From an optimization exercise on the open Yosys and OpenROAD flow, aimed at small area; shortcuts taken in it are not production practice.
The RTL was checked by simulation tests, not by an equivalence proof against the original design.
Power figures rest on the tool's default switching activity, not on a simulated workload.

==> flow/design.v, too long to show whole: its modules and the start of the top module <==
// module sdadc_engine: 747 lines
// module sdadc_hold_bit: 11 lines
// module sdadc_tmo_bit: 7 lines
// module sdadc_ao222: 6 lines
// module sdadc_ld: 7 lines
// module sdadc_ld3: 7 lines
// module sdadc_cr: 7 lines
module sdadc_engine (
    input  wire        clk,
    input  wire        rst,           
    input  wire        tick_i,        
    input  wire        cmd_valid,
    input  wire [31:0] cmd_word,
    output wire        cmd_ready,
    output reg         rsp_valid,
    output wire [2:0]  rsp_status,
    output wire [31:0] rsp_value,
    output wire [3:0]  rsp_recn,
    input  wire        reg_wr_en,
    input  wire [2:0]  reg_wr_addr,
    input  wire [31:0] reg_wr_data,
    input  wire [3:0]  reg_rd_addr,
    output wire [31:0] reg_rd_data,
    input  wire        pin_grant,
    output wire        sclk_o,
    output wire        sclk_oe,
    output wire        din_o,
    output wire        din_oe,
    output wire        dout_o,
    output wire        dout_oe,
    input  wire        dout_i
);
  // ...
==> flow/flow/run.sh <==
#!/bin/bash
# Layout flow: the standard flow (standard.sh) with these changes
#  - synthesis maps the logic with an area-oriented ABC script (amap) instead
#    of ORFS's delay-oriented one; the Yosys steps, and so the registers, are
#    the standard synthesis's;
#  - every port still gets a buffer, but a buf_1 instead of the default pick;
#  - the clock tree is built from clkbuf_8 without dummy loads.
# Each make run's full output goes to its own log file here.
set -uo pipefail
here=$(pwd)

# a copy of ORFS's scripts whose only change is the ABC script
rm -rf "$here/scripts_area"
cp -r "$FLOW_HOME/scripts" "$here/scripts_area"
cp "$here/flow/abc_area_map.script" "$here/scripts_area/abc_speed.script"

bash standard.sh SCRIPTS_DIR="$here/scripts_area" synth > "$here/synth.log" 2>&1 || exit 1

export BUFFER_PORTS_ARGS="-buffer_cell sky130_fd_sc_hd__buf_1"
export CTS_ARGS="-sink_clustering_enable -repair_clock_nets -sink_clustering_size 16 -sink_clustering_max_diameter 60 -buf_list sky130_fd_sc_hd__clkbuf_8 -dont_use_dummy_load"
bash standard.sh > "$here/layout.log" 2>&1
==> flow/flow/abc_area_map.script <==
strash
dc2
dch
amap
strash
dch
amap
strash
dch
amap
topo
stime -c
==> flow/standard.sh <==
#!/bin/bash
# synth_recipe.tcl (not shown) runs the flow's synth.tcl, then flattens the netlist and writes it again
# the make line also repeats each setting of config.mk as NAME=value (left out here)
make -C /OpenROAD-flow-scripts/flow DESIGN_CONFIG=/design/flow/config.mk WORK_HOME=/design/flow/orfs CLKGATE_MAP_FILE= SYNTH_SCRIPT=/design/flow/synth_recipe.tcl "${@:-finish}"
==> flow/config.mk <==
export PLATFORM = sky130hd
export DESIGN_NAME = sdadc_engine
export DESIGN_NICKNAME = sdadc_engine
export VERILOG_FILES = /design/flow/design.v
export SDC_FILE = /design/flow/constraint.sdc
export NUM_CORES = 4
export LEC_CHECK = 0
export CAP_MARGIN = 20
export CORE_MARGIN = 2
export CORE_UTILIZATION = 40
export SLEW_MARGIN = 20
export SYNTH_HIERARCHICAL = 1
export SYNTH_MINIMUM_KEEP_SIZE = 0
==> flow/constraint.sdc <==
create_clock -name core_clock -period 10.0 [get_ports {clk}]
set_input_delay 2.0000 -clock core_clock [delete_from_list [all_inputs] [get_ports {clk}]]
set_output_delay 2.0000 -clock core_clock [all_outputs]
set_load 0.01 [all_outputs]
==> notes.md, run 1 <==
Post-Synth XOR/XNOR Area=0%; # rows=82; # port buffers=156; hold buffers post-CTS=0; P&R area growth vs syn=11.6%; comb pwr=1.63 mW; H-tree lvl count=2; Skew-Pair Late Insertion Delay=680 ps; Cells after DPL=2793; leading area contributor after synthesis=dfxtp_1; Hold Startpoint=cr_timeout[10]; CTS root buffer=clkbuf_8; WL final=82700 um; fill count=approximately 5000; CP endpoint kind=output pin; first-pass GRT wire length=121000 um; flop2flop setup slack=4790 ps; Slew @ Worst Pin=1170 ps; Power Density=227 nW/um^2; Largest Pwr Group=sequential cells; buffers inserted by post-CTS timing repair=0; Clock group=about 1.0 mW; post-synthesis cell type count=45; Avg Cell Area, Syn=about 11 um^2; synth cell count leaders=dfxtp_1 (474), a22o_1 (323), nor2_1 (179); critical path startpoint category=input port; Placer Congestion=0.999; status=no timing/DRC/antenna violations; Reg2Reg Depth=14; CTS Buf Count=41; Switch Pwr=2.05 mW; critical path arrival=4240 ps; yosys synthesis warning count=7; DR WL/cell=29.2 um; Hold Path Class=reg -> reg; Met1 Wirelength=33100 um; met1 Resource Use GR=39.3%; Most used DFF post-synth=dfxtp_1; Max Slew Vio Count=0; crit path max fanout=8; Most flops, register=now_q; Syn Nets=2140; fraction of area in multi-input gates=between 40% and 50%
==> module sdadc_engine, before the edit <==
module sdadc_engine (
    input  wire        clk,
    input  wire        rst,           
    input  wire        tick_i,        
    input  wire        cmd_valid,
    input  wire [31:0] cmd_word,
    output wire        cmd_ready,
    output reg         rsp_valid,
    output wire [2:0]  rsp_status,
    output wire [31:0] rsp_value,
    output wire [3:0]  rsp_recn,
    input  wire        reg_wr_en,
    input  wire [2:0]  reg_wr_addr,
    input  wire [31:0] reg_wr_data,
    input  wire [3:0]  reg_rd_addr,
    output wire [31:0] reg_rd_data,
    input  wire        pin_grant,
    output wire        sclk_o,
    output wire        sclk_oe,
    output wire        din_o,
    output wire        din_oe,
    output wire        dout_o,
    output wire        dout_oe,
    input  wire        dout_i
);
    localparam [2:0] ST_OK      = 3'd0;
    localparam [2:0] ST_TIMEOUT = 3'd1;
    localparam [2:0] ST_INVALID = 3'd2;
    localparam [2:0] ST_BUSY    = 3'd3;
    localparam [2:0] ST_NORES   = 3'd4;
    localparam [3:0] P_IDLE    = 4'd0;
    localparam [3:0] P_CHECK   = 4'd1;
    localparam [3:0] P_WAIT    = 4'd2;
    localparam [3:0] P_DATA    = 4'd3;
    localparam [3:0] P_TRAIL   = 4'd4;
    localparam [3:0] P_RECOVER = 4'd5;
    localparam [3:0] P_ENTER   = 4'd6;
    localparam [3:0] P_CMD     = 4'd7;
    localparam [3:0] P_PAYLOAD = 4'd8;
    localparam [3:0] P_TURN    = 4'd9;
    localparam [3:0] P_RDATA   = 4'd10;
    localparam [3:0] P_EXIT    = 4'd11;
    localparam [3:0] P_PRIM    = 4'd12;    
    localparam [3:0] P_AD      = 4'd13;    
    localparam [2:0] S_DIROUT = 3'd0;
    localparam [2:0] S_DAT    = 3'd1;
    localparam [2:0] S_RISE   = 3'd2;
    localparam [2:0] S_HIGH   = 3'd3;
    localparam [2:0] S_DIRIN  = 3'd4;
    localparam [2:0] S_TEST   = 3'd5;
    localparam [2:0] S_FALL   = 3'd6;
    localparam [2:0] S_LOW    = 3'd7;
    localparam [2:0] W_DIR    = 3'd0;
    localparam [2:0] W_SMP    = 3'd1;
    localparam [2:0] W_RECHK  = 3'd2;
    localparam [2:0] W_HOLD   = 3'd3;
    reg         m_shared, m_dinv, m_recheck;
    reg  [3:0]  m_trail, m_recmax, m_width;
    reg  [23:0] cr_cmdcode;
    reg  [31:0] cr_timeout, cr_t_high, cr_t_low, cr_t_poll, cr_t_reset, cr_t_startup;
    wire [31:0] cr_mode = {12'd0, m_width, m_recmax, m_trail, 5'd0, m_recheck, m_dinv, m_shared};
    wire [7:0]  cmd_wr   = cr_cmdcode[7:0];
    wire [7:0]  cmd_rd   = cr_cmdcode[15:8];
    wire [7:0]  reg_mask = cr_cmdcode[23:16];
    reg  [3:0]  phase;
    reg  [2:0]  sub;
    reg  [4:0]  bitcnt;
    reg         drive;
    reg         clk_q, data_q, dir_q;
    reg  [23:0] result_q;
    reg  [3:0]  recn_q;
    reg  [2:0]  code_q;
    reg  [7:0]  lastop_q;
    reg  [31:0] lasttmo_q;
    reg  [63:0] now_q;
    reg         done_any;      
    reg         res_any;       
    reg  [7:0]  op_q;          
    reg         fmt_q;         
    reg  [23:0] shift_q;       
    reg  [31:0] holdn_q;       
    reg  [31:0] tmon_q;        
    wire idle   = (phase == P_IDLE);
    wire accept = cmd_valid & idle;
    assign cmd_ready = idle;
    assign sclk_o  = clk_q;
    assign sclk_oe = drive;
    assign din_o   = data_q;
    assign din_oe  = drive & ~m_shared;
    assign dout_o  = data_q;
    assign dout_oe = drive & m_shared & dir_q;
    wire last_val = (code_q == ST_OK) &&
                    ((lastop_q == 8'h01) || (lastop_q == 8'h10) || (lastop_q == 8'h12));
    wire last_raw = (code_q == ST_OK) && (lastop_q == 8'h10);
    assign rsp_status = code_q;
    assign rsp_value  = last_val ? {{8{result_q[23]}}, result_q} : 32'd0;
    assign rsp_recn   = last_raw ? recn_q : 4'd0;
    wire [15:0] rsel  = 16'd1 << reg_rd_addr;
    wire        rsel9  = rsel[9] & res_any;
    wire        rsel10 = rsel[10] & done_any;
    wire        rsel11 = rsel[11] & done_any;
    wire [8:0]  sr0 = {recn_q, code_q & {3{done_any}}, ~idle, drive};
    wire [4:0]  sr6 = {drive, dout_i, dir_q, data_q, clk_q};
    wire rd0_0;
    sdadc_ao222 u_rd0_0 (.a0(rsel[0]), .b0(cr_mode[0]), .a1(rsel[1]), .b1(cr_cmdcode[0]), .a2(rsel[2]), .b2(cr_timeout[0]), .yn(rd0_0));
    wire rd0_1;
    sdadc_ao222 u_rd0_1 (.a0(rsel[3]), .b0(cr_t_high[0]), .a1(rsel[4]), .b1(cr_t_low[0]), .a2(rsel[5]), .b2(cr_t_poll[0]), .yn(rd0_1));
    wire rd0_2;
    sdadc_ao222 u_rd0_2 (.a0(rsel[6]), .b0(cr_t_reset[0]), .a1(rsel[7]), .b1(cr_t_startup[0]), .a2(rsel[8]), .b2(sr0[0]), .yn(rd0_2));
    wire rd0_3;
    sdadc_ao222 u_rd0_3 (.a0(rsel9), .b0(result_q[0]), .a1(rsel10), .b1(lastop_q[0]), .a2(rsel11), .b2(lasttmo_q[0]), .yn(rd0_3));
    wire rd0_4;
    sdadc_ao222 u_rd0_4 (.a0(rsel[12]), .b0(now_q[0]), .a1(rsel[13]), .b1(now_q[32]), .a2(rsel[14]), .b2(sr6[0]), .yn(rd0_4));
    assign reg_rd_data[0] = ~(rd0_0 & rd0_1 & rd0_2 & rd0_3 & rd0_4);
    wire rd1_0;
    sdadc_ao222 u_rd1_0 (.a0(rsel[0]), .b0(cr_mode[1]), .a1(rsel[1]), .b1(cr_cmdcode[1]), .a2(rsel[2]), .b2(cr_timeout[1]), .yn(rd1_0));
    wire rd1_1;
    sdadc_ao222 u_rd1_1 (.a0(rsel[3]), .b0(cr_t_high[1]), .a1(rsel[4]), .b1(cr_t_low[1]), .a2(rsel[5]), .b2(cr_t_poll[1]), .yn(rd1_1));
    wire rd1_2;
    sdadc_ao222 u_rd1_2 (.a0(rsel[6]), .b0(cr_t_reset[1]), .a1(rsel[7]), .b1(cr_t_startup[1]), .a2(rsel[8]), .b2(sr0[1]), .yn(rd1_2));
    wire rd1_3;
    sdadc_ao222 u_rd1_3 (.a0(rsel9), .b0(result_q[1]), .a1(rsel10), .b1(lastop_q[1]), .a2(rsel11), .b2(lasttmo_q[1]), .yn(rd1_3));
    wire rd1_4;
    sdadc_ao222 u_rd1_4 (.a0(rsel[12]), .b0(now_q[1]), .a1(rsel[13]), .b1(now_q[33]), .a2(rsel[14]), .b2(sr6[1]), .yn(rd1_4));
    assign reg_rd_data[1] = ~(rd1_0 & rd1_1 & rd1_2 & rd1_3 & rd1_4);
    wire rd2_0;
    sdadc_ao222 u_rd2_0 (.a0(rsel[0]), .b0(cr_mode[2]), .a1(rsel[1]), .b1(cr_cmdcode[2]), .a2(rsel[2]), .b2(cr_timeout[2]), .yn(rd2_0));
    wire rd2_1;
    sdadc_ao222 u_rd2_1 (.a0(rsel[3]), .b0(cr_t_high[2]), .a1(rsel[4]), .b1(cr_t_low[2]), .a2(rsel[5]), .b2(cr_t_poll[2]), .yn(rd2_1));
    wire rd2_2;
    sdadc_ao222 u_rd2_2 (.a0(rsel[6]), .b0(cr_t_reset[2]), .a1(rsel[7]), .b1(cr_t_startup[2]), .a2(rsel[8]), .b2(sr0[2]), .yn(rd2_2));
    wire rd2_3;
    sdadc_ao222 u_rd2_3 (.a0(rsel9), .b0(result_q[2]), .a1(rsel10), .b1(lastop_q[2]), .a2(rsel11), .b2(lasttmo_q[2]), .yn(rd2_3));
    wire rd2_4;
    sdadc_ao222 u_rd2_4 (.a0(rsel[12]), .b0(now_q[2]), .a1(rsel[13]), .b1(now_q[34]), .a2(rsel[14]), .b2(sr6[2]), .yn(rd2_4));
    assign reg_rd_data[2] = ~(rd2_0 & rd2_1 & rd2_2 & rd2_3 & rd2_4);
    wire rd3_0;
    sdadc_ao222 u_rd3_0 (.a0(rsel[1]), .b0(cr_cmdcode[3]), .a1(rsel[2]), .b1(cr_timeout[3]), .a2(rsel[3]), .b2(cr_t_high[3]), .yn(rd3_0));
    wire rd3_1;
    sdadc_ao222 u_rd3_1 (.a0(rsel[4]), .b0(cr_t_low[3]), .a1(rsel[5]), .b1(cr_t_poll[3]), .a2(rsel[6]), .b2(cr_t_reset[3]), .yn(rd3_1));
    wire rd3_2;
    sdadc_ao222 u_rd3_2 (.a0(rsel[7]), .b0(cr_t_startup[3]), .a1(rsel[8]), .b1(sr0[3]), .a2(rsel9), .b2(result_q[3]), .yn(rd3_2));
    wire rd3_3;
    sdadc_ao222 u_rd3_3 (.a0(rsel10), .b0(lastop_q[3]), .a1(rsel11), .b1(lasttmo_q[3]), .a2(rsel[12]), .b2(now_q[3]), .yn(rd3_3));
    assign reg_rd_data[3] = ~(rd3_0 & rd3_1 & rd3_2 & rd3_3 & ~(rsel[13] & now_q[35]) & ~(rsel[14] & sr6[3]));
    wire rd4_0;
    sdadc_ao222 u_rd4_0 (.a0(rsel[1]), .b0(cr_cmdcode[4]), .a1(rsel[2]), .b1(cr_timeout[4]), .a2(rsel[3]), .b2(cr_t_high[4]), .yn(rd4_0));
    wire rd4_1;
    sdadc_ao222 u_rd4_1 (.a0(rsel[4]), .b0(cr_t_low[4]), .a1(rsel[5]), .b1(cr_t_poll[4]), .a2(rsel[6]), .b2(cr_t_reset[4]), .yn(rd4_1));
    wire rd4_2;
    sdadc_ao222 u_rd4_2 (.a0(rsel[7]), .b0(cr_t_startup[4]), .a1(rsel[8]), .b1(sr0[4]), .a2(rsel9), .b2(result_q[4]), .yn(rd4_2));
    wire rd4_3;
    sdadc_ao222 u_rd4_3 (.a0(rsel10), .b0(lastop_q[4]), .a1(rsel11), .b1(lasttmo_q[4]), .a2(rsel[12]), .b2(now_q[4]), .yn(rd4_3));
    assign reg_rd_data[4] = ~(rd4_0 & rd4_1 & rd4_2 & rd4_3 & ~(rsel[13] & now_q[36]) & ~(rsel[14] & sr6[4]));
    wire rd5_0;
    sdadc_ao222 u_rd5_0 (.a0(rsel[1]), .b0(cr_cmdcode[5]), .a1(rsel[2]), .b1(cr_timeout[5]), .a2(rsel[3]), .b2(cr_t_high[5]), .yn(rd5_0));
    wire rd5_1;
    sdadc_ao222 u_rd5_1 (.a0(rsel[4]), .b0(cr_t_low[5]), .a1(rsel[5]), .b1(cr_t_poll[5]), .a2(rsel[6]), .b2(cr_t_reset[5]), .yn(rd5_1));
    wire rd5_2;
    sdadc_ao222 u_rd5_2 (.a0(rsel[7]), .b0(cr_t_startup[5]), .a1(rsel[8]), .b1(sr0[5]), .a2(rsel9), .b2(result_q[5]), .yn(rd5_2));
    wire rd5_3;
    sdadc_ao222 u_rd5_3 (.a0(rsel10), .b0(lastop_q[5]), .a1(rsel11), .b1(lasttmo_q[5]), .a2(rsel[12]), .b2(now_q[5]), .yn(rd5_3));
    assign reg_rd_data[5] = ~(rd5_0 & rd5_1 & rd5_2 & rd5_3 & ~(rsel[13] & now_q[37]));
    wire rd6_0;
    sdadc_ao222 u_rd6_0 (.a0(rsel[1]), .b0(cr_cmdcode[6]), .a1(rsel[2]), .b1(cr_timeout[6]), .a2(rsel[3]), .b2(cr_t_high[6]), .yn(rd6_0));
    wire rd6_1;
    sdadc_ao222 u_rd6_1 (.a0(rsel[4]), .b0(cr_t_low[6]), .a1(rsel[5]), .b1(cr_t_poll[6]), .a2(rsel[6]), .b2(cr_t_reset[6]), .yn(rd6_1));
    wire rd6_2;
    sdadc_ao222 u_rd6_2 (.a0(rsel[7]), .b0(cr_t_startup[6]), .a1(rsel[8]), .b1(sr0[6]), .a2(rsel9), .b2(result_q[6]), .yn(rd6_2));
    wire rd6_3;
    sdadc_ao222 u_rd6_3 (.a0(rsel10), .b0(lastop_q[6]), .a1(rsel11), .b1(lasttmo_q[6]), .a2(rsel[12]), .b2(now_q[6]), .yn(rd6_3));
    assign reg_rd_data[6] = ~(rd6_0 & rd6_1 & rd6_2 & rd6_3 & ~(rsel[13] & now_q[38]));
    wire rd7_0;
    sdadc_ao222 u_rd7_0 (.a0(rsel[1]), .b0(cr_cmdcode[7]), .a1(rsel[2]), .b1(cr_timeout[7]), .a2(rsel[3]), .b2(cr_t_high[7]), .yn(rd7_0));
    wire rd7_1;
    sdadc_ao222 u_rd7_1 (.a0(rsel[4]), .b0(cr_t_low[7]), .a1(rsel[5]), .b1(cr_t_poll[7]), .a2(rsel[6]), .b2(cr_t_reset[7]), .yn(rd7_1));
    wire rd7_2;
    sdadc_ao222 u_rd7_2 (.a0(rsel[7]), .b0(cr_t_startup[7]), .a1(rsel[8]), .b1(sr0[7]), .a2(rsel9), .b2(result_q[7]), .yn(rd7_2));
    wire rd7_3;
    sdadc_ao222 u_rd7_3 (.a0(rsel10), .b0(lastop_q[7]), .a1(rsel11), .b1(lasttmo_q[7]), .a2(rsel[12]), .b2(now_q[7]), .yn(rd7_3));
    assign reg_rd_data[7] = ~(rd7_0 & rd7_1 & rd7_2 & rd7_3 & ~(rsel[13] & now_q[39]));
    wire rd8_0;
    sdadc_ao222 u_rd8_0 (.a0(rsel[0]), .b0(cr_mode[8]), .a1(rsel[1]), .b1(cr_cmdcode[8]), .a2(rsel[2]), .b2(cr_timeout[8]), .yn(rd8_0));
    wire rd8_1;
    sdadc_ao222 u_rd8_1 (.a0(rsel[3]), .b0(cr_t_high[8]), .a1(rsel[4]), .b1(cr_t_low[8]), .a2(rsel[5]), .b2(cr_t_poll[8]), .yn(rd8_1));
    wire rd8_2;
    sdadc_ao222 u_rd8_2 (.a0(rsel[6]), .b0(cr_t_reset[8]), .a1(rsel[7]), .b1(cr_t_startup[8]), .a2(rsel[8]), .b2(sr0[8]), .yn(rd8_2));
    wire rd8_3;
    sdadc_ao222 u_rd8_3 (.a0(rsel9), .b0(result_q[8]), .a1(rsel11), .b1(lasttmo_q[8]), .a2(rsel[12]), .b2(now_q[8]), .yn(rd8_3));
    assign reg_rd_data[8] = ~(rd8_0 & rd8_1 & rd8_2 & rd8_3 & ~(rsel[13] & now_q[40]));
    wire rd9_0;
    sdadc_ao222 u_rd9_0 (.a0(rsel[0]), .b0(cr_mode[9]), .a1(rsel[1]), .b1(cr_cmdcode[9]), .a2(rsel[2]), .b2(cr_timeout[9]), .yn(rd9_0));
    wire rd9_1;
    sdadc_ao222 u_rd9_1 (.a0(rsel[3]), .b0(cr_t_high[9]), .a1(rsel[4]), .b1(cr_t_low[9]), .a2(rsel[5]), .b2(cr_t_poll[9]), .yn(rd9_1));
    wire rd9_2;
    sdadc_ao222 u_rd9_2 (.a0(rsel[6]), .b0(cr_t_reset[9]), .a1(rsel[7]), .b1(cr_t_startup[9]), .a2(rsel9), .b2(result_q[9]), .yn(rd9_2));
    wire rd9_3;
    sdadc_ao222 u_rd9_3 (.a0(rsel11), .b0(lasttmo_q[9]), .a1(rsel[12]), .b1(now_q[9]), .a2(rsel[13]), .b2(now_q[41]), .yn(rd9_3));
    assign reg_rd_data[9] = ~(rd9_0 & rd9_1 & rd9_2 & rd9_3);
    wire rd10_0;
    sdadc_ao222 u_rd10_0 (.a0(rsel[0]), .b0(cr_mode[10]), .a1(rsel[1]), .b1(cr_cmdcode[10]), .a2(rsel[2]), .b2(cr_timeout[10]), .yn(rd10_0));
    wire rd10_1;
    sdadc_ao222 u_rd10_1 (.a0(rsel[3]), .b0(cr_t_high[10]), .a1(rsel[4]), .b1(cr_t_low[10]), .a2(rsel[5]), .b2(cr_t_poll[10]), .yn(rd10_1));
    wire rd10_2;
    sdadc_ao222 u_rd10_2 (.a0(rsel[6]), .b0(cr_t_reset[10]), .a1(rsel[7]), .b1(cr_t_startup[10]), .a2(rsel9), .b2(result_q[10]), .yn(rd10_2));
    wire rd10_3;
    sdadc_ao222 u_rd10_3 (.a0(rsel11), .b0(lasttmo_q[10]), .a1(rsel[12]), .b1(now_q[10]), .a2(rsel[13]), .b2(now_q[42]), .yn(rd10_3));
    assign reg_rd_data[10] = ~(rd10_0 & rd10_1 & rd10_2 & rd10_3);
    wire rd11_0;
    sdadc_ao222 u_rd11_0 (.a0(rsel[0]), .b0(cr_mode[11]), .a1(rsel[1]), .b1(cr_cmdcode[11]), .a2(rsel[2]), .b2(cr_timeout[11]), .yn(rd11_0));
    wire rd11_1;
    sdadc_ao222 u_rd11_1 (.a0(rsel[3]), .b0(cr_t_high[11]), .a1(rsel[4]), .b1(cr_t_low[11]), .a2(rsel[5]), .b2(cr_t_poll[11]), .yn(rd11_1));
    wire rd11_2;
    sdadc_ao222 u_rd11_2 (.a0(rsel[6]), .b0(cr_t_reset[11]), .a1(rsel[7]), .b1(cr_t_startup[11]), .a2(rsel9), .b2(result_q[11]), .yn(rd11_2));
    wire rd11_3;
    sdadc_ao222 u_rd11_3 (.a0(rsel11), .b0(lasttmo_q[11]), .a1(rsel[12]), .b1(now_q[11]), .a2(rsel[13]), .b2(now_q[43]), .yn(rd11_3));
    assign reg_rd_data[11] = ~(rd11_0 & rd11_1 & rd11_2 & rd11_3);
    wire rd12_0;
    sdadc_ao222 u_rd12_0 (.a0(rsel[0]), .b0(cr_mode[12]), .a1(rsel[1]), .b1(cr_cmdcode[12]), .a2(rsel[2]), .b2(cr_timeout[12]), .yn(rd12_0));
    wire rd12_1;
    sdadc_ao222 u_rd12_1 (.a0(rsel[3]), .b0(cr_t_high[12]), .a1(rsel[4]), .b1(cr_t_low[12]), .a2(rsel[5]), .b2(cr_t_poll[12]), .yn(rd12_1));
    wire rd12_2;
    sdadc_ao222 u_rd12_2 (.a0(rsel[6]), .b0(cr_t_reset[12]), .a1(rsel[7]), .b1(cr_t_startup[12]), .a2(rsel9), .b2(result_q[12]), .yn(rd12_2));
    wire rd12_3;
    sdadc_ao222 u_rd12_3 (.a0(rsel11), .b0(lasttmo_q[12]), .a1(rsel[12]), .b1(now_q[12]), .a2(rsel[13]), .b2(now_q[44]), .yn(rd12_3));
    assign reg_rd_data[12] = ~(rd12_0 & rd12_1 & rd12_2 & rd12_3);
    wire rd13_0;
    sdadc_ao222 u_rd13_0 (.a0(rsel[0]), .b0(cr_mode[13]), .a1(rsel[1]), .b1(cr_cmdcode[13]), .a2(rsel[2]), .b2(cr_timeout[13]), .yn(rd13_0));
    wire rd13_1;
    sdadc_ao222 u_rd13_1 (.a0(rsel[3]), .b0(cr_t_high[13]), .a1(rsel[4]), .b1(cr_t_low[13]), .a2(rsel[5]), .b2(cr_t_poll[13]), .yn(rd13_1));
    wire rd13_2;
    sdadc_ao222 u_rd13_2 (.a0(rsel[6]), .b0(cr_t_reset[13]), .a1(rsel[7]), .b1(cr_t_startup[13]), .a2(rsel9), .b2(result_q[13]), .yn(rd13_2));
    wire rd13_3;
    sdadc_ao222 u_rd13_3 (.a0(rsel11), .b0(lasttmo_q[13]), .a1(rsel[12]), .b1(now_q[13]), .a2(rsel[13]), .b2(now_q[45]), .yn(rd13_3));
    assign reg_rd_data[13] = ~(rd13_0 & rd13_1 & rd13_2 & rd13_3);
    wire rd14_0;
    sdadc_ao222 u_rd14_0 (.a0(rsel[0]), .b0(cr_mode[14]), .a1(rsel[1]), .b1(cr_cmdcode[14]), .a2(rsel[2]), .b2(cr_timeout[14]), .yn(rd14_0));
    wire rd14_1;
    sdadc_ao222 u_rd14_1 (.a0(rsel[3]), .b0(cr_t_high[14]), .a1(rsel[4]), .b1(cr_t_low[14]), .a2(rsel[5]), .b2(cr_t_poll[14]), .yn(rd14_1));
    wire rd14_2;
    sdadc_ao222 u_rd14_2 (.a0(rsel[6]), .b0(cr_t_reset[14]), .a1(rsel[7]), .b1(cr_t_startup[14]), .a2(rsel9), .b2(result_q[14]), .yn(rd14_2));
    wire rd14_3;
    sdadc_ao222 u_rd14_3 (.a0(rsel11), .b0(lasttmo_q[14]), .a1(rsel[12]), .b1(now_q[14]), .a2(rsel[13]), .b2(now_q[46]), .yn(rd14_3));
    assign reg_rd_data[14] = ~(rd14_0 & rd14_1 & rd14_2 & rd14_3);
    wire rd15_0;
    sdadc_ao222 u_rd15_0 (.a0(rsel[0]), .b0(cr_mode[15]), .a1(rsel[1]), .b1(cr_cmdcode[15]), .a2(rsel[2]), .b2(cr_timeout[15]), .yn(rd15_0));
    wire rd15_1;
    sdadc_ao222 u_rd15_1 (.a0(rsel[3]), .b0(cr_t_high[15]), .a1(rsel[4]), .b1(cr_t_low[15]), .a2(rsel[5]), .b2(cr_t_poll[15]), .yn(rd15_1));
    wire rd15_2;
    sdadc_ao222 u_rd15_2 (.a0(rsel[6]), .b0(cr_t_reset[15]), .a1(rsel[7]), .b1(cr_t_startup[15]), .a2(rsel9), .b2(result_q[15]), .yn(rd15_2));
    wire rd15_3;
    sdadc_ao222 u_rd15_3 (.a0(rsel11), .b0(lasttmo_q[15]), .a1(rsel[12]), .b1(now_q[15]), .a2(rsel[13]), .b2(now_q[47]), .yn(rd15_3));
    assign reg_rd_data[15] = ~(rd15_0 & rd15_1 & rd15_2 & rd15_3);
    wire rd16_0;
    sdadc_ao222 u_rd16_0 (.a0(rsel[0]), .b0(cr_mode[16]), .a1(rsel[1]), .b1(cr_cmdcode[16]), .a2(rsel[2]), .b2(cr_timeout[16]), .yn(rd16_0));
    wire rd16_1;
    sdadc_ao222 u_rd16_1 (.a0(rsel[3]), .b0(cr_t_high[16]), .a1(rsel[4]), .b1(cr_t_low[16]), .a2(rsel[5]), .b2(cr_t_poll[16]), .yn(rd16_1));
    wire rd16_2;
    sdadc_ao222 u_rd16_2 (.a0(rsel[6]), .b0(cr_t_reset[16]), .a1(rsel[7]), .b1(cr_t_startup[16]), .a2(rsel9), .b2(result_q[16]), .yn(rd16_2));
    wire rd16_3;
    sdadc_ao222 u_rd16_3 (.a0(rsel11), .b0(lasttmo_q[16]), .a1(rsel[12]), .b1(now_q[16]), .a2(rsel[13]), .b2(now_q[48]), .yn(rd16_3));
    assign reg_rd_data[16] = ~(rd16_0 & rd16_1 & rd16_2 & rd16_3);
    wire rd17_0;
    sdadc_ao222 u_rd17_0 (.a0(rsel[0]), .b0(cr_mode[17]), .a1(rsel[1]), .b1(cr_cmdcode[17]), .a2(rsel[2]), .b2(cr_timeout[17]), .yn(rd17_0));
    wire rd17_1;
    sdadc_ao222 u_rd17_1 (.a0(rsel[3]), .b0(cr_t_high[17]), .a1(rsel[4]), .b1(cr_t_low[17]), .a2(rsel[5]), .b2(cr_t_poll[17]), .yn(rd17_1));
    wire rd17_2;
    sdadc_ao222 u_rd17_2 (.a0(rsel[6]), .b0(cr_t_reset[17]), .a1(rsel[7]), .b1(cr_t_startup[17]), .a2(rsel9), .b2(result_q[17]), .yn(rd17_2));
    wire rd17_3;
    sdadc_ao222 u_rd17_3 (.a0(rsel11), .b0(lasttmo_q[17]), .a1(rsel[12]), .b1(now_q[17]), .a2(rsel[13]), .b2(now_q[49]), .yn(rd17_3));
    assign reg_rd_data[17] = ~(rd17_0 & rd17_1 & rd17_2 & rd17_3);
    wire rd18_0;
    sdadc_ao222 u_rd18_0 (.a0(rsel[0]), .b0(cr_mode[18]), .a1(rsel[1]), .b1(cr_cmdcode[18]), .a2(rsel[2]), .b2(cr_timeout[18]), .yn(rd18_0));
    wire rd18_1;
    sdadc_ao222 u_rd18_1 (.a0(rsel[3]), .b0(cr_t_high[18]), .a1(rsel[4]), .b1(cr_t_low[18]), .a2(rsel[5]), .b2(cr_t_poll[18]), .yn(rd18_1));
    wire rd18_2;
    sdadc_ao222 u_rd18_2 (.a0(rsel[6]), .b0(cr_t_reset[18]), .a1(rsel[7]), .b1(cr_t_startup[18]), .a2(rsel9), .b2(result_q[18]), .yn(rd18_2));
    wire rd18_3;
    sdadc_ao222 u_rd18_3 (.a0(rsel11), .b0(lasttmo_q[18]), .a1(rsel[12]), .b1(now_q[18]), .a2(rsel[13]), .b2(now_q[50]), .yn(rd18_3));
    assign reg_rd_data[18] = ~(rd18_0 & rd18_1 & rd18_2 & rd18_3);
    wire rd19_0;
    sdadc_ao222 u_rd19_0 (.a0(rsel[0]), .b0(cr_mode[19]), .a1(rsel[1]), .b1(cr_cmdcode[19]), .a2(rsel[2]), .b2(cr_timeout[19]), .yn(rd19_0));
    wire rd19_1;
    sdadc_ao222 u_rd19_1 (.a0(rsel[3]), .b0(cr_t_high[19]), .a1(rsel[4]), .b1(cr_t_low[19]), .a2(rsel[5]), .b2(cr_t_poll[19]), .yn(rd19_1));
    wire rd19_2;
    sdadc_ao222 u_rd19_2 (.a0(rsel[6]), .b0(cr_t_reset[19]), .a1(rsel[7]), .b1(cr_t_startup[19]), .a2(rsel9), .b2(result_q[19]), .yn(rd19_2));
    wire rd19_3;
    sdadc_ao222 u_rd19_3 (.a0(rsel11), .b0(lasttmo_q[19]), .a1(rsel[12]), .b1(now_q[19]), .a2(rsel[13]), .b2(now_q[51]), .yn(rd19_3));
    assign reg_rd_data[19] = ~(rd19_0 & rd19_1 & rd19_2 & rd19_3);
    wire rd20_0;
    sdadc_ao222 u_rd20_0 (.a0(rsel[1]), .b0(cr_cmdcode[20]), .a1(rsel[2]), .b1(cr_timeout[20]), .a2(rsel[3]), .b2(cr_t_high[20]), .yn(rd20_0));
    wire rd20_1;
    sdadc_ao222 u_rd20_1 (.a0(rsel[4]), .b0(cr_t_low[20]), .a1(rsel[5]), .b1(cr_t_poll[20]), .a2(rsel[6]), .b2(cr_t_reset[20]), .yn(rd20_1));
    wire rd20_2;
    sdadc_ao222 u_rd20_2 (.a0(rsel[7]), .b0(cr_t_startup[20]), .a1(rsel9), .b1(result_q[20]), .a2(rsel11), .b2(lasttmo_q[20]), .yn(rd20_2));
    assign reg_rd_data[20] = ~(rd20_0 & rd20_1 & rd20_2 & ~(rsel[12] & now_q[20]) & ~(rsel[13] & now_q[52]));
    wire rd21_0;
    sdadc_ao222 u_rd21_0 (.a0(rsel[1]), .b0(cr_cmdcode[21]), .a1(rsel[2]), .b1(cr_timeout[21]), .a2(rsel[3]), .b2(cr_t_high[21]), .yn(rd21_0));
    wire rd21_1;
    sdadc_ao222 u_rd21_1 (.a0(rsel[4]), .b0(cr_t_low[21]), .a1(rsel[5]), .b1(cr_t_poll[21]), .a2(rsel[6]), .b2(cr_t_reset[21]), .yn(rd21_1));
    wire rd21_2;
    sdadc_ao222 u_rd21_2 (.a0(rsel[7]), .b0(cr_t_startup[21]), .a1(rsel9), .b1(result_q[21]), .a2(rsel11), .b2(lasttmo_q[21]), .yn(rd21_2));
    assign reg_rd_data[21] = ~(rd21_0 & rd21_1 & rd21_2 & ~(rsel[12] & now_q[21]) & ~(rsel[13] & now_q[53]));
    wire rd22_0;
    sdadc_ao222 u_rd22_0 (.a0(rsel[1]), .b0(cr_cmdcode[22]), .a1(rsel[2]), .b1(cr_timeout[22]), .a2(rsel[3]), .b2(cr_t_high[22]), .yn(rd22_0));
    wire rd22_1;
    sdadc_ao222 u_rd22_1 (.a0(rsel[4]), .b0(cr_t_low[22]), .a1(rsel[5]), .b1(cr_t_poll[22]), .a2(rsel[6]), .b2(cr_t_reset[22]), .yn(rd22_1));
    wire rd22_2;
    sdadc_ao222 u_rd22_2 (.a0(rsel[7]), .b0(cr_t_startup[22]), .a1(rsel9), .b1(result_q[22]), .a2(rsel11), .b2(lasttmo_q[22]), .yn(rd22_2));
    assign reg_rd_data[22] = ~(rd22_0 & rd22_1 & rd22_2 & ~(rsel[12] & now_q[22]) & ~(rsel[13] & now_q[54]));
    wire rd23_0;
    sdadc_ao222 u_rd23_0 (.a0(rsel[1]), .b0(cr_cmdcode[23]), .a1(rsel[2]), .b1(cr_timeout[23]), .a2(rsel[3]), .b2(cr_t_high[23]), .yn(rd23_0));
    wire rd23_1;
    sdadc_ao222 u_rd23_1 (.a0(rsel[4]), .b0(cr_t_low[23]), .a1(rsel[5]), .b1(cr_t_poll[23]), .a2(rsel[6]), .b2(cr_t_reset[23]), .yn(rd23_1));
    wire rd23_2;
    sdadc_ao222 u_rd23_2 (.a0(rsel[7]), .b0(cr_t_startup[23]), .a1(rsel9), .b1(result_q[23]), .a2(rsel11), .b2(lasttmo_q[23]), .yn(rd23_2));
    assign reg_rd_data[23] = ~(rd23_0 & rd23_1 & rd23_2 & ~(rsel[12] & now_q[23]) & ~(rsel[13] & now_q[55]));
    wire rd24_0;
    sdadc_ao222 u_rd24_0 (.a0(rsel[2]), .b0(cr_timeout[24]), .a1(rsel[3]), .b1(cr_t_high[24]), .a2(rsel[4]), .b2(cr_t_low[24]), .yn(rd24_0));
    wire rd24_1;
    sdadc_ao222 u_rd24_1 (.a0(rsel[5]), .b0(cr_t_poll[24]), .a1(rsel[6]), .b1(cr_t_reset[24]), .a2(rsel[7]), .b2(cr_t_startup[24]), .yn(rd24_1));
    wire rd24_2;
    sdadc_ao222 u_rd24_2 (.a0(rsel9), .b0(result_q[23]), .a1(rsel11), .b1(lasttmo_q[24]), .a2(rsel[12]), .b2(now_q[24]), .yn(rd24_2));
    assign reg_rd_data[24] = ~(rd24_0 & rd24_1 & rd24_2 & ~(rsel[13] & now_q[56]));
    wire rd25_0;
    sdadc_ao222 u_rd25_0 (.a0(rsel[2]), .b0(cr_timeout[25]), .a1(rsel[3]), .b1(cr_t_high[25]), .a2(rsel[4]), .b2(cr_t_low[25]), .yn(rd25_0));
    wire rd25_1;
    sdadc_ao222 u_rd25_1 (.a0(rsel[5]), .b0(cr_t_poll[25]), .a1(rsel[6]), .b1(cr_t_reset[25]), .a2(rsel[7]), .b2(cr_t_startup[25]), .yn(rd25_1));
    wire rd25_2;
    sdadc_ao222 u_rd25_2 (.a0(rsel9), .b0(result_q[23]), .a1(rsel11), .b1(lasttmo_q[25]), .a2(rsel[12]), .b2(now_q[25]), .yn(rd25_2));
    assign reg_rd_data[25] = ~(rd25_0 & rd25_1 & rd25_2 & ~(rsel[13] & now_q[57]));
    wire rd26_0;
    sdadc_ao222 u_rd26_0 (.a0(rsel[2]), .b0(cr_timeout[26]), .a1(rsel[3]), .b1(cr_t_high[26]), .a2(rsel[4]), .b2(cr_t_low[26]), .yn(rd26_0));
    wire rd26_1;
    sdadc_ao222 u_rd26_1 (.a0(rsel[5]), .b0(cr_t_poll[26]), .a1(rsel[6]), .b1(cr_t_reset[26]), .a2(rsel[7]), .b2(cr_t_startup[26]), .yn(rd26_1));
    wire rd26_2;
    sdadc_ao222 u_rd26_2 (.a0(rsel9), .b0(result_q[23]), .a1(rsel11), .b1(lasttmo_q[26]), .a2(rsel[12]), .b2(now_q[26]), .yn(rd26_2));
    assign reg_rd_data[26] = ~(rd26_0 & rd26_1 & rd26_2 & ~(rsel[13] & now_q[58]));
    wire rd27_0;
    sdadc_ao222 u_rd27_0 (.a0(rsel[2]), .b0(cr_timeout[27]), .a1(rsel[3]), .b1(cr_t_high[27]), .a2(rsel[4]), .b2(cr_t_low[27]), .yn(rd27_0));
    wire rd27_1;
    sdadc_ao222 u_rd27_1 (.a0(rsel[5]), .b0(cr_t_poll[27]), .a1(rsel[6]), .b1(cr_t_reset[27]), .a2(rsel[7]), .b2(cr_t_startup[27]), .yn(rd27_1));
    wire rd27_2;
    sdadc_ao222 u_rd27_2 (.a0(rsel9), .b0(result_q[23]), .a1(rsel11), .b1(lasttmo_q[27]), .a2(rsel[12]), .b2(now_q[27]), .yn(rd27_2));
    assign reg_rd_data[27] = ~(rd27_0 & rd27_1 & rd27_2 & ~(rsel[13] & now_q[59]));
    wire rd28_0;
    sdadc_ao222 u_rd28_0 (.a0(rsel[2]), .b0(cr_timeout[28]), .a1(rsel[3]), .b1(cr_t_high[28]), .a2(rsel[4]), .b2(cr_t_low[28]), .yn(rd28_0));
    wire rd28_1;
    sdadc_ao222 u_rd28_1 (.a0(rsel[5]), .b0(cr_t_poll[28]), .a1(rsel[6]), .b1(cr_t_reset[28]), .a2(rsel[7]), .b2(cr_t_startup[28]), .yn(rd28_1));
    wire rd28_2;
    sdadc_ao222 u_rd28_2 (.a0(rsel9), .b0(result_q[23]), .a1(rsel11), .b1(lasttmo_q[28]), .a2(rsel[12]), .b2(now_q[28]), .yn(rd28_2));
    assign reg_rd_data[28] = ~(rd28_0 & rd28_1 & rd28_2 & ~(rsel[13] & now_q[60]));
    wire rd29_0;
    sdadc_ao222 u_rd29_0 (.a0(rsel[2]), .b0(cr_timeout[29]), .a1(rsel[3]), .b1(cr_t_high[29]), .a2(rsel[4]), .b2(cr_t_low[29]), .yn(rd29_0));
    wire rd29_1;
    sdadc_ao222 u_rd29_1 (.a0(rsel[5]), .b0(cr_t_poll[29]), .a1(rsel[6]), .b1(cr_t_reset[29]), .a2(rsel[7]), .b2(cr_t_startup[29]), .yn(rd29_1));
    wire rd29_2;
    sdadc_ao222 u_rd29_2 (.a0(rsel9), .b0(result_q[23]), .a1(rsel11), .b1(lasttmo_q[29]), .a2(rsel[12]), .b2(now_q[29]), .yn(rd29_2));
    assign reg_rd_data[29] = ~(rd29_0 & rd29_1 & rd29_2 & ~(rsel[13] & now_q[61]));
    wire rd30_0;
    sdadc_ao222 u_rd30_0 (.a0(rsel[2]), .b0(cr_timeout[30]), .a1(rsel[3]), .b1(cr_t_high[30]), .a2(rsel[4]), .b2(cr_t_low[30]), .yn(rd30_0));
    wire rd30_1;
    sdadc_ao222 u_rd30_1 (.a0(rsel[5]), .b0(cr_t_poll[30]), .a1(rsel[6]), .b1(cr_t_reset[30]), .a2(rsel[7]), .b2(cr_t_startup[30]), .yn(rd30_1));
    wire rd30_2;
    sdadc_ao222 u_rd30_2 (.a0(rsel9), .b0(result_q[23]), .a1(rsel11), .b1(lasttmo_q[30]), .a2(rsel[12]), .b2(now_q[30]), .yn(rd30_2));
    assign reg_rd_data[30] = ~(rd30_0 & rd30_1 & rd30_2 & ~(rsel[13] & now_q[62]));
    wire rd31_0;
    sdadc_ao222 u_rd31_0 (.a0(rsel[2]), .b0(cr_timeout[31]), .a1(rsel[3]), .b1(cr_t_high[31]), .a2(rsel[4]), .b2(cr_t_low[31]), .yn(rd31_0));
    wire rd31_1;
    sdadc_ao222 u_rd31_1 (.a0(rsel[5]), .b0(cr_t_poll[31]), .a1(rsel[6]), .b1(cr_t_reset[31]), .a2(rsel[7]), .b2(cr_t_startup[31]), .yn(rd31_1));
    wire rd31_2;
    sdadc_ao222 u_rd31_2 (.a0(rsel9), .b0(result_q[23]), .a1(rsel11), .b1(lasttmo_q[31]), .a2(rsel[12]), .b2(now_q[31]), .yn(rd31_2));
    assign reg_rd_data[31] = ~(rd31_0 & rd31_1 & rd31_2 & ~(rsel[13] & now_q[63]));
    wire [7:0] w_op = cmd_word[31:24];
    reg w_fmt;
    always @(*) begin
        case (w_op)
            8'h01, 8'h03, 8'h04, 8'h10,
            8'h20, 8'h30, 8'h31: w_fmt = (cmd_word[23:0] == 24'd0);
            8'h02:               w_fmt = (cmd_word[23:1] == 23'd0);
            8'h11:               w_fmt = (cmd_word[23:16] == 8'd0);
            8'h12:               w_fmt = (cmd_word[23:16] == 8'd0) && (cmd_word[7:0] == 8'd0);
            default:             w_fmt = 1'b0;
        endcase
    end
    wire o_frame   = op_q[4] & ~op_q[5];                  
    wire o_rawrd   = o_frame & ~op_q[1] & ~op_q[0];        
    wire o_regrd   = o_frame & op_q[1];                    
    wire o_low     = ~op_q[4] & ~op_q[5];                  
    wire o_waitrdy = o_low & op_q[2];                      
    wire o_rdbit   = o_low & ~op_q[2] & ~op_q[1];          
    wire o_wrbit   = o_low & op_q[1] & ~op_q[0];           
    wire o_chiprst = op_q[5] & ~op_q[4];                   
    wire o_attach  = op_q[5] & op_q[4] & ~op_q[0];         
    wire o_ad      = op_q[5] & op_q[4];                    
    wire o_poll    = o_frame | o_waitrdy;
    wire width_bad = (m_width == 4'd0) || (m_width > 4'd8);
    wire addr_bad  = (shift_q[15:8] & ~reg_mask) != 8'd0;
    wire [7:0] cw = (o_regrd ? cmd_rd : cmd_wr) | shift_q[15:8];
    wire       cell_bit = (phase == P_CMD) ? cw[bitcnt[2:0]] : shift_q[bitcnt[2:0]];
    wire cell_is_write = (phase == P_CMD) || (phase == P_PAYLOAD) ||
                         ((phase == P_PRIM) && o_wrbit);
    wire cell_samples  = (phase == P_RDATA) || ((phase == P_DATA) && o_rawrd) ||
                         ((phase == P_PRIM) && o_rdbit);
    wire [2:0] wr_start = m_shared ? S_DIROUT : S_DAT;
    wire [3:0]  hold_g1, tmo_g1;               
    wire [4:0]  hold_gc, tmo_gc;               
    wire [31:0] hold_d, tmo_d;                 
    wire hold_done = &hold_g1;
    wire tmo_done  = &tmo_g1;
    assign hold_gc[0] = tick_i & ~hold_done;
    assign tmo_gc[0]  = tick_i & ~tmo_done;
    wire h_dec   = sub[1] & sub[0];
    wire h_cell  = (phase != P_WAIT);
    wire h_poll  = ~h_cell;
    wire h_low   = h_cell &  sub[2] & ~o_chiprst;
    wire h_start = h_cell &  sub[2] &  o_chiprst;
    wire h_high  = h_cell & ~sub[2] & ~o_chiprst;
    wire h_reset = h_cell & ~sub[2] &  o_chiprst;
    wire t_load  = (phase != P_WAIT);
    genvar hg, hb;
    generate
        for (hg = 0; hg < 4; hg = hg + 1) begin : g_dec
            wire [8:0] hc, tc;
            assign hold_g1[hg]   = &holdn_q[8*hg+7:8*hg];
            assign tmo_g1[hg]    = &tmon_q[8*hg+7:8*hg];
            assign hold_gc[hg+1] = hold_gc[hg] & hold_g1[hg];
            assign tmo_gc[hg+1]  = tmo_gc[hg] & tmo_g1[hg];
            assign hc[0] = hold_gc[hg];
            assign tc[0] = tmo_gc[hg];
            for (hb = 0; hb < 8; hb = hb + 1) begin : g_bit
                sdadc_hold_bit u_h (
                    .q(holdn_q[8*hg+hb]), .ci(hc[hb]), .inc(h_dec),
                    .s_poll(h_poll), .s_low(h_low), .s_start(h_start),
                    .s_high(h_high), .s_reset(h_reset),
                    .t_poll(cr_t_poll[8*hg+hb]), .t_low(cr_t_low[8*hg+hb]),
                    .t_start(cr_t_startup[8*hg+hb]), .t_high(cr_t_high[8*hg+hb]),
                    .t_reset(cr_t_reset[8*hg+hb]),
                    .d(hold_d[8*hg+hb]), .co(hc[hb+1]));
                sdadc_tmo_bit u_t (
                    .q(tmon_q[8*hg+hb]), .ci(tc[hb]), .load(t_load),
                    .t(cr_timeout[8*hg+hb]),
                    .d(tmo_d[8*hg+hb]), .co(tc[hb+1]));
            end
        end
    endgenerate
    wire bit_last  = (bitcnt == 5'd0);
    reg  [3:0] n_phase;
    reg  [2:0] n_sub;
    reg  [4:0] n_bit;
    reg        n_clk, n_data, n_dir, n_drive;
    reg  [3:0] n_recn;
    reg        cmpl;
    reg  [2:0] cst;
    reg        shift_en;
    always @(*) begin
        n_phase  = phase;
        n_sub    = sub;
        n_bit    = bitcnt;
        n_clk    = clk_q;
        n_data   = data_q;
        n_dir    = dir_q;
        n_drive  = drive;
        n_recn   = recn_q;
        cmpl     = 1'b0;
        cst      = ST_OK;
        shift_en = 1'b0;
        case (phase)
        P_IDLE: begin
            if (cmd_valid) begin
                n_phase = P_CHECK;
                n_bit   = 5'd0;
            end
        end
        P_CHECK: begin
            if (!fmt_q) begin
                cmpl = 1'b1; cst = ST_INVALID;
            end else if (!o_attach && !drive) begin
                cmpl = 1'b1; cst = ST_NORES;
            end else if (o_attach && drive) begin
                cmpl = 1'b1; cst = ST_INVALID;
            end else if (o_poll && (cr_t_poll == 32'd0)) begin
                cmpl = 1'b1; cst = ST_INVALID;
            end else if (o_frame && !o_rawrd && (width_bad || addr_bad)) begin
                cmpl = 1'b1; cst = ST_INVALID;
            end else if (o_ad) begin
                n_phase = P_AD;
            end else if (o_poll) begin
                n_phase = P_WAIT;
                n_sub   = W_DIR;
            end else begin
                n_phase = P_PRIM;
                n_sub   = o_wrbit ? wr_start : S_RISE;
            end
        end
        P_WAIT: begin
            case (sub)
                W_DIR: begin
                    if (m_shared) n_dir = 1'b0;
                    n_sub = W_SMP;
                end
                W_SMP: begin
                    if (!dout_i) begin
                        if (o_waitrdy) begin
                            cmpl = 1'b1;
                        end else if (o_rawrd && m_recheck) begin
                            n_sub = W_RECHK;
                        end else begin
                            n_phase = P_DATA;
                            n_bit   = 5'd23;
                            n_sub   = S_RISE;
                        end
                    end else if (tmo_done) begin
                        cmpl = 1'b1; cst = ST_TIMEOUT;
                    end else begin
                        n_sub = W_HOLD;
                    end
                end
                W_RECHK: begin
                    if (dout_i) begin
                        cmpl = 1'b1; cst = ST_BUSY;
                    end else begin
                        n_phase = P_DATA;
                        n_bit   = 5'd23;
                        n_sub   = S_RISE;
                    end
                end
                default: begin                       
                    if (hold_done) n_sub = W_SMP;
                end
            endcase
        end
        P_TURN: begin
            if (m_shared) n_dir = 1'b0;
            n_phase = P_RDATA;
            n_bit   = 5'd7;
            n_sub   = S_RISE;
        end
        P_AD: begin
            cmpl = 1'b1;
            if (o_attach) begin
                if (!pin_grant) begin
                    cst = ST_NORES;
                end else begin
                    n_clk   = 1'b0;
                    n_data  = 1'b0;
                    n_dir   = 1'b0;
                    n_drive = 1'b1;
                end
            end else begin
                n_drive = 1'b0;
            end
        end
        default: begin       
            case (sub)
                S_DIROUT: begin
                    n_dir = 1'b1;
                    n_sub = S_DAT;
                end
                S_DAT: begin
                    n_data = cell_bit ^ m_dinv;
                    n_sub  = S_RISE;
                end
                S_RISE: begin
                    n_clk = 1'b1;
                    n_sub = S_HIGH;
                end
                S_HIGH: begin
                    if (hold_done) n_sub = S_FALL;
                end
                S_FALL: begin
                    shift_en = cell_samples;
                    n_clk = 1'b0;
                    n_sub = S_LOW;
                end
                S_TEST: begin                        
                    if ((recn_q >= m_recmax) || dout_i)
                        cmpl = 1'b1;
                    else
                        n_sub = S_RISE;
                end
                default: begin                       
                    if (sub == S_DIRIN) n_dir = 1'b0;
                    if (hold_done && cell_is_write && m_shared && (sub == S_LOW))
                        n_sub = S_DIRIN;
                    if ((sub == S_DIRIN) || (hold_done && !(cell_is_write && m_shared))) begin
                        n_bit = bitcnt - 5'd1;
                        case (phase)
                            P_DATA: begin
                                n_sub = S_RISE;
                                if (bit_last) begin
                                    if (!o_rawrd) begin
                                        n_phase = P_ENTER;
                                    end else if (m_trail != 4'd0) begin
                                        n_phase = P_TRAIL;
                                        n_bit   = {1'b0, m_trail - 4'd1};
                                    end else begin
                                        n_phase = P_RECOVER;
                                        n_recn  = 4'd0;
                                        n_sub   = S_TEST;
                                    end
                                end
                            end
                            P_TRAIL: begin
                                n_sub = S_RISE;
                                if (bit_last) begin
                                    n_phase = P_RECOVER;
                                    n_recn  = 4'd0;
                                    n_sub   = S_TEST;
                                end
                            end
                            P_RECOVER: begin
                                n_recn = recn_q + 4'd1;
                                n_sub  = S_TEST;
                            end
                            P_ENTER: begin
                                n_phase = P_CMD;
                                n_bit   = {2'b0, m_width[2:0] - 3'd1};    
                                n_sub   = wr_start;
                            end
                            P_CMD: begin
                                n_sub = wr_start;
                                if (bit_last) begin
                                    n_bit = 5'd7;
                                    n_phase = o_regrd ? P_TURN : P_PAYLOAD;
                                end
                            end
                            P_PAYLOAD: begin
                                n_sub = wr_start;
                                if (bit_last) begin
                                    n_phase = P_EXIT;
                                    n_sub   = S_RISE;
                                end
                            end
                            P_RDATA: begin
                                n_sub = S_RISE;
                                if (bit_last) n_phase = P_EXIT;
                            end
                            default: begin           
                                cmpl = 1'b1;
                            end
                        endcase
                    end
                end
            endcase
        end
        endcase
        if (cmpl) n_phase = P_IDLE;
    end
    wire res_we = cmpl && (cst == ST_OK) && ((phase == P_RECOVER) || o_regrd || o_rdbit);
    wire wr_ok = reg_wr_en & idle;
    wire [7:0]  we  = {8{wr_ok}} & (8'd1 << reg_wr_addr);
    wire [7:0]  cren = ~(we | {8{rst}});
    wire [7:0]  crwe = we & {8{~rst}};
    wire [14:0] m_d;
    wire [23:0] cmdcode_d;
    wire [31:0] timeout_d, t_high_d, t_low_d, t_poll_d, t_reset_d, t_startup_d;
    sdadc_cr #(15, 15'h2000) u_ld0 (.en(crwe[0]), .enn(cren[0]), .rst(rst),        
        .w({reg_wr_data[19:8], reg_wr_data[2:0]}),
        .q({m_width, m_recmax, m_trail, m_recheck, m_dinv, m_shared}), .d(m_d));
    sdadc_cr #(24, 24'h07_0008) u_ld1 (.en(crwe[1]), .enn(cren[1]), .rst(rst), .w(reg_wr_data[23:0]), .q(cr_cmdcode),   .d(cmdcode_d));
    sdadc_cr #(32, 32'd100000)  u_ld2 (.en(crwe[2]), .enn(cren[2]), .rst(rst), .w(reg_wr_data),       .q(cr_timeout),   .d(timeout_d));
    sdadc_cr #(32, 32'd2)       u_ld3 (.en(crwe[3]), .enn(cren[3]), .rst(rst), .w(reg_wr_data),       .q(cr_t_high),    .d(t_high_d));
    sdadc_cr #(32, 32'd2)       u_ld4 (.en(crwe[4]), .enn(cren[4]), .rst(rst), .w(reg_wr_data),       .q(cr_t_low),     .d(t_low_d));
    sdadc_cr #(32, 32'd10)      u_ld5 (.en(crwe[5]), .enn(cren[5]), .rst(rst), .w(reg_wr_data),       .q(cr_t_poll),    .d(t_poll_d));
    sdadc_cr #(32, 32'd1000)    u_ld6 (.en(crwe[6]), .enn(cren[6]), .rst(rst), .w(reg_wr_data),       .q(cr_t_reset),   .d(t_reset_d));
    sdadc_cr #(32, 32'd100)     u_ld7 (.en(crwe[7]), .enn(cren[7]), .rst(rst), .w(reg_wr_data),       .q(cr_t_startup), .d(t_startup_d));
    always @(posedge clk) begin
        {m_width, m_recmax, m_trail, m_recheck, m_dinv, m_shared} <= m_d;
        cr_cmdcode   <= cmdcode_d;
        cr_timeout   <= timeout_d;
        cr_t_high    <= t_high_d;
        cr_t_low     <= t_low_d;
        cr_t_poll    <= t_poll_d;
        cr_t_reset   <= t_reset_d;
        cr_t_startup <= t_startup_d;
    end
    always @(posedge clk) begin
        if (rst) begin
            phase     <= P_IDLE;
            drive     <= 1'b0;
            clk_q     <= 1'b0;
            data_q    <= 1'b0;
            dir_q     <= 1'b0;
            recn_q    <= 4'd0;
            now_q     <= 64'd0;
            rsp_valid <= 1'b0;
            done_any  <= 1'b0;
            res_any   <= 1'b0;
        end else begin
            phase     <= n_phase;
            drive     <= n_drive;
            clk_q     <= n_clk;
            data_q    <= n_data;
            dir_q     <= n_dir;
            recn_q    <= n_recn;
            now_q     <= now_q ^ now_inc;
            rsp_valid <= cmpl;
            if (cmpl)   done_any <= 1'b1;
            if (res_we) res_any  <= 1'b1;
        end
    end
    wire [7:0]  now_g1;                        
    wire [8:0]  now_gc;                        
    wire [63:0] now_inc;                       
    assign now_gc[0] = tick_i;
    genvar gi, bi;
    generate
        for (gi = 0; gi < 8; gi = gi + 1) begin : g_now
            wire [8:0] c;
            assign now_g1[gi]   = &now_q[8*gi+7:8*gi];
            assign now_gc[gi+1] = now_gc[gi] & now_g1[gi];
            assign c[0] = now_gc[gi];
            for (bi = 0; bi < 8; bi = bi + 1) begin : g_bit
                assign now_inc[8*gi+bi] = c[bi];
                assign c[bi+1] = c[bi] & now_q[8*gi+bi];
            end
        end
    endgenerate
    wire [42:0] last_d;
    wire [23:0] result_d;
    sdadc_ld #(43) u_ldl (.en(cmpl), .enn(~cmpl), .w({cst, op_q, cr_timeout}),
                          .q({code_q, lastop_q, lasttmo_q}), .d(last_d));
    sdadc_ld #(24) u_ldr (.en(res_we), .enn(~res_we),
                          .w({shift_q[23:8] & {16{o_rawrd}}, shift_q[7:0]}),
                          .q(result_q), .d(result_d));
    always @(posedge clk) begin
        {code_q, lastop_q, lasttmo_q} <= last_d;
        result_q <= result_d;
    end
    wire [8:0]  opf_d;
    wire [23:0] shift_d;
    wire        sh_hold = ~idle & ~shift_en;
    sdadc_ld #(9) u_ldo (.en(idle), .enn(~idle), .w({w_op, w_fmt}), .q({op_q, fmt_q}), .d(opf_d));
    sdadc_ld3 #(16) u_lds0 (.e0(idle), .w0(cmd_word[15:0]), .e1(shift_en), .w1({shift_q[14:0], dout_i}),
                            .e2(sh_hold), .w2(shift_q[15:0]), .d(shift_d[15:0]));
    sdadc_ld #(8) u_lds1 (.en(shift_en), .enn(~shift_en), .w(shift_q[22:15]), .q(shift_q[23:16]),
                          .d(shift_d[23:16]));
    always @(posedge clk) begin
        sub    <= n_sub;
        bitcnt <= n_bit;
        {op_q, fmt_q} <= opf_d;
        shift_q <= shift_d;
        holdn_q <= hold_d;
        tmon_q  <= tmo_d;
    end
endmodule
==> inputs of run 2 (changes only) <==
--- a/flow/design.v
+++ b/flow/design.v
@@ -74,6 +74,4 @@
     reg  [31:0] lasttmo_q;
     reg  [63:0] now_q;
-    reg         done_any;      
-    reg         res_any;       
     reg  [7:0]  op_q;          
     reg         fmt_q;         
@@ -97,8 +95,8 @@
     assign rsp_recn   = last_raw ? recn_q : 4'd0;
     wire [15:0] rsel  = 16'd1 << reg_rd_addr;
-    wire        rsel9  = rsel[9] & res_any;
-    wire        rsel10 = rsel[10] & done_any;
-    wire        rsel11 = rsel[11] & done_any;
-    wire [8:0]  sr0 = {recn_q, code_q & {3{done_any}}, ~idle, drive};
+    wire        rsel9  = rsel[9];
+    wire        rsel10 = rsel[10];
+    wire        rsel11 = rsel[11];
+    wire [8:0]  sr0 = {recn_q, code_q, ~idle, drive};
     wire [4:0]  sr6 = {drive, dout_i, dir_q, data_q, clk_q};
     wire rd0_0;
@@ -686,6 +684,4 @@
             now_q     <= 64'd0;
             rsp_valid <= 1'b0;
-            done_any  <= 1'b0;
-            res_any   <= 1'b0;
         end else begin
             phase     <= n_phase;
@@ -697,6 +693,4 @@
             now_q     <= now_q ^ now_inc;
             rsp_valid <= cmpl;
-            if (cmpl)   done_any <= 1'b1;
-            if (res_we) res_any  <= 1'b1;
         end
     end
@@ -720,9 +714,11 @@
     wire [42:0] last_d;
     wire [23:0] result_d;
-    sdadc_ld #(43) u_ldl (.en(cmpl), .enn(~cmpl), .w({cst, op_q, cr_timeout}),
+    sdadc_ld #(43) u_ldl (.en(cmpl & ~rst), .enn(~(cmpl | rst)), .w({cst, op_q, cr_timeout}),
                           .q({code_q, lastop_q, lasttmo_q}), .d(last_d));
-    sdadc_ld #(24) u_ldr (.en(res_we), .enn(~res_we),
-                          .w({shift_q[23:8] & {16{o_rawrd}}, shift_q[7:0]}),
-                          .q(result_q), .d(result_d));
+    wire res_we_hi = res_we & o_rawrd;
+    sdadc_ld #(16) u_ldr1 (.en(res_we_hi & ~rst), .enn(~(res_we | rst)), .w(shift_q[23:8]),
+                           .q(result_q[23:8]), .d(result_d[23:8]));
+    sdadc_ld #(8)  u_ldr0 (.en(res_we & ~rst), .enn(~(res_we | rst)), .w(shift_q[7:0]),
+                           .q(result_q[7:0]), .d(result_d[7:0]));
     always @(posedge clk) begin
         {code_q, lastop_q, lasttmo_q} <= last_d;
--- a/flow/flow/run.sh
+++ b/flow/flow/run.sh
@@ -18,4 +18,4 @@
 
 export BUFFER_PORTS_ARGS="-buffer_cell sky130_fd_sc_hd__buf_1"
-export CTS_ARGS="-sink_clustering_enable -repair_clock_nets -sink_clustering_size 16 -sink_clustering_max_diameter 60 -buf_list sky130_fd_sc_hd__clkbuf_8 -dont_use_dummy_load"
+export CTS_ARGS="-sink_clustering_enable -repair_clock_nets -sink_clustering_size 12 -sink_clustering_max_diameter 45 -buf_list {sky130_fd_sc_hd__clkbuf_4 sky130_fd_sc_hd__clkbuf_8} -dont_use_dummy_load"
 bash standard.sh > "$here/layout.log" 2>&1
==> notes.md, run 2 <==
Avg Cell Area, Syn=10.7 um^2 (was 10.6 um^2); worst reg2reg startpoint=now_q[4] (was m_width[0]); Initial Utilization=40.4% (was 40.6%); leakage dissipation=8.58 nW (was 8.54 nW); # IOs=157 (unchanged); first drt pass iteration count=10 (was 9); buffers inserted by post-CTS timing repair=0 (unchanged); Post-Synthesis Cell Area=20200 um^2 (was 20400 um^2); worst vdd ir=0.170 mV (was 0.194 mV); Slew Limit Headroom=23.9% (was 21.9%); P&R area growth vs syn=12.9% (was 11.6%); WS Path Type=in -> out (unchanged); Max Clock Skew=68.6 ps (was 105 ps); switch share=38.1% (was 39.5%); hold buffers post-CTS=0 (unchanged); Comb pwr share=28.3% (was 31.5%); GRT Total Usage=30.0% (was 30.1%); synth cell count leaders=dfxtp_1 (472), a22o_1 (323), a222oi_1 (167) (was dfxtp_1 (474), a22o_1 (323), nor2_1 (179)); Final nets=2351 (was 2373); # port buffers=156 (unchanged); leading area contributor after synthesis=dfxtp_1 (unchanged); met3 GRT Util=7.95% (was 7.42%); CTS root buffer=clkbuf_8 (unchanged); met1 Resource Use GR=39.8% (was 39.3%); most frequent cell after synthesis=dfxtp_1 (unchanged); Most used DFF post-synth=dfxtp_1 (unchanged); Placer Congestion=0.936 (was 0.999); WL final=81600 um (was 82700 um); fraction of the yosys area taken by sequential cells=47.9% (was 47.6%); final hold vios=0 (unchanged); CTS Sinks=480 (was 482); EDFF count, synth=8 (unchanged); CP endpoint kind=output pin (unchanged); GRT busiest layer=met2 (unchanged); Async SR Flop Fraction=0% (unchanged); CTS tree=done (unchanged); Syn Nets=2103 (was 2140); # rows=82 (unchanged); die height=229 um (was 230 um); Int Pwr=3.16 mW (was 3.14 mW); antenna violations before repair=5 (was 3); min cycle time layout=6230 ps (was 6240 ps); Power Density=224 nW/um^2 (was 227 nW/um^2); Core Region=50100 um^2 (was 50300 um^2); setup tns final=0 ps (unchanged); Max Cap Viol=0 (unchanged); synthesized flop and latch total=480 (was 482); crit path max fanout=32 (was 8); Hold Slack=468 ps (was 438 ps); Detailed Place HPWL=54600 um (was 55800 um); flop2flop setup slack=5420 ps (was 4790 ps); Switch Pwr=1.94 mW (was 2.05 mW); RSZ-0062 raised after global routing=false (unchanged); CP Data Required Time=8000 ps (about the same); Max Slew Vio Count=0 (unchanged); Crit. Startpoint=reg_rd_addr[3] (unchanged); die footprint=52400 um^2 (was 52900 um^2); Seq pwr share=48.3% (was 49.0%); critical path startpoint category=input port (unchanged); worst-case clock buffer depth=3 (unchanged); top cell type's share of synthesized area=46.7% (was 46.4%); max reg flops=64 (unchanged); yosys synthesis warning count=7 (unchanged); chip width=229 um (was 230 um); post-cts sizing count=0 (unchanged); global route overflow=0 (unchanged); critical path arrival=4230 ps (was 4240 ps); DR WL/cell=29.0 um (was 29.2 um); Most flops, register=now_q (unchanged); initial DRC count=3073 (was 3380); most frequent cells in the layout=dfxtp_1 (472), a22o_1 (323), a222oi_1 (167) (was dfxtp_1 (474), a22o_1 (323), a222oi_1 (167)); Syn Inst Count=1894 (was 1931); most common cell after layout, fill and taps aside=dfxtp_1 (unchanged); Via Count=19300 (was 19400); Routed Antenna Nets=0 (unchanged); H-tree lvl count=2 (unchanged); Skew-Pair Late Insertion Delay=690 ps (was 680 ps); CTS Buf Count=58 (was 41); DR DRC count=0 (unchanged); Max Fclk=160 MHz (about the same); synth top area cells=dfxtp_1 (47%), a22o_1 (14%), a222oi_1 (8.3%) (was dfxtp_1 (46%), a22o_1 (14%), a222oi_1 (8.2%)); Hold Startpoint=shift_q[23] (was cr_timeout[10]); vias in the first global route=18400 (about the same); Finished Core Util=45.6% (was 45.4%); post-synthesis cell type count=46 (was 45); Hold Path Class=reg -> reg (unchanged); first-pass GRT wire length=120000 um (was 121000 um); final clock period utilization by the worst path=62.3% (was 62.4%); Via density=6.84 (was 6.85); status=no timing/DRC/antenna violations (unchanged); largest net degree at the start of global routing=85 (unchanged); fill count=4871 (was 4862); Clk pwr share=23.3% (was 19.5%); Slew @ Worst Pin=1130 ps (was 1170 ps); Final setup viols=0 (unchanged); layout cells sized above 1=6.64% (was 5.69%); met2 usage=46.6% (was 47.2%); Total Power=5.11 mW (was 5.18 mW); clk slew on worst S/H paths=60 ps (was 110 ps)
==> run 2: cell types whose count changed after synthesis, sizes merged, moves of 3 or more <==
| cell | change |
|---|---|
| nor2 | -37 |
| nor2b | -13 |
| nand2 | +9 |
| nor3 | +8 |
| o21ai | +7 |
| a21oi | -4 |
| buf | +4 |
| nand3 | -4 |
| a22oi | +3 |
| a311oi | +3 |
| o32a | +3 |
==> run 2: layout make-up <==
| cell class | count | area [um^2] | area share, % |
|---|---|---|---|
| Sequential cell | 480 | 9690 | 42.4 |
| Clock buffer | 58 | 798 | 3.50 |
| Multi-Input combinational cell | 1305 | 10200 | 44.7 |
| Tap cell | 672 | 841 | 3.68 |
| Timing Repair Buffer | 201 | 927 | 4.06 |
| Antenna cell | 3 | 7.51 | 0.0329 |
| Inverter | 96 | 360 | 1.58 |
==> run 2: worst max-delay path: stages <==
cell	delay, ps
buf_1	300
clkinv_1	270
nand2_1	260
nor2_2	50
buf_4	320
a222oi_1	420
nand4_1	180
a221o_1	300
buf_1	130
==> run 2: power groups by stage <==
| stage | Sequential [mW] | Combinational [mW] | Clock (mW) |
|---|---|---|---|
| after floorplan | 2.36 | 0.877 | 0 |
| after global placement | 2.49 | 1.39 | 0 |
| after detailed placement | 2.49 | 1.40 | 0 |
| after CTS | 2.45 | 1.41 | 1.21 |
| after global routing | 2.49 | 1.55 | 1.28 |
| final | 2.47 | 1.45 | 1.19 |
==> run 2: metal layers <==
layer	wire length, um	vias up	share of wire [%]
met4	3320	4	4.1
li1	-	8289	-
met1	33000	9400	40
met2	35600	1318	44
met5	32	-	0.039
met3	9630	243	12
==> run 2: logic make-up (layout without fill, tap and decap cells) <==
logic type / count (synthesis) / count (layout) / share of synthesized area, %
other: 0 / 3 / 0
and+or+nand+nor: 466 / 466 / 11.7
DFF: 480 / 480 / 47.9
buffers and inverters: 109 / 355 / 2.25
adders and majority gates: 131 / 131 / 8.14
AOI/OAI and AO/OA: 708 / 708 / 30.0
==> run 2: per-module statistics from Yosys (local to each module, per instance), a selection <==
module / area [um^2] / flip-flops and latches / cells inside
sdadc_engine: 14100 / 480 / 1204
sdadc_hold_bit: 40.0 / 0 / 4
sdadc_tmo_bit: 21.3 / 0 / 3
sdadc_ao222: 10.0 / 0 / 1
==> run 2: path summary, 6_finish.rpt <==
kind                    endpoint  cells after the start
setup / recovery  reg_rd_data[3]                      9
hold / removal      result_q[23]                      1
setup reg to reg       now_q[62]                     16
hold reg to reg     result_q[23]                      1
==> run 2: stage by stage <==
stage	worst slack [ps]	std cells	cell area, um^2
floorplan	2870	1894	20200
global placement	3830	2754	22000
detailed placement	3750	2754	22000
CTS	3870	2812	22800
global route	3700	2814	22800
finish	3770	2815	22800

Check on run 2: ideal ports give 3.767 ns setup slack; a clkbuf_16 on the clock port and buf_2 on the inputs give 3.728 ns; moving port delays by the midpoint clock arrival (0.710 ns) as well gives 3.702 ns.
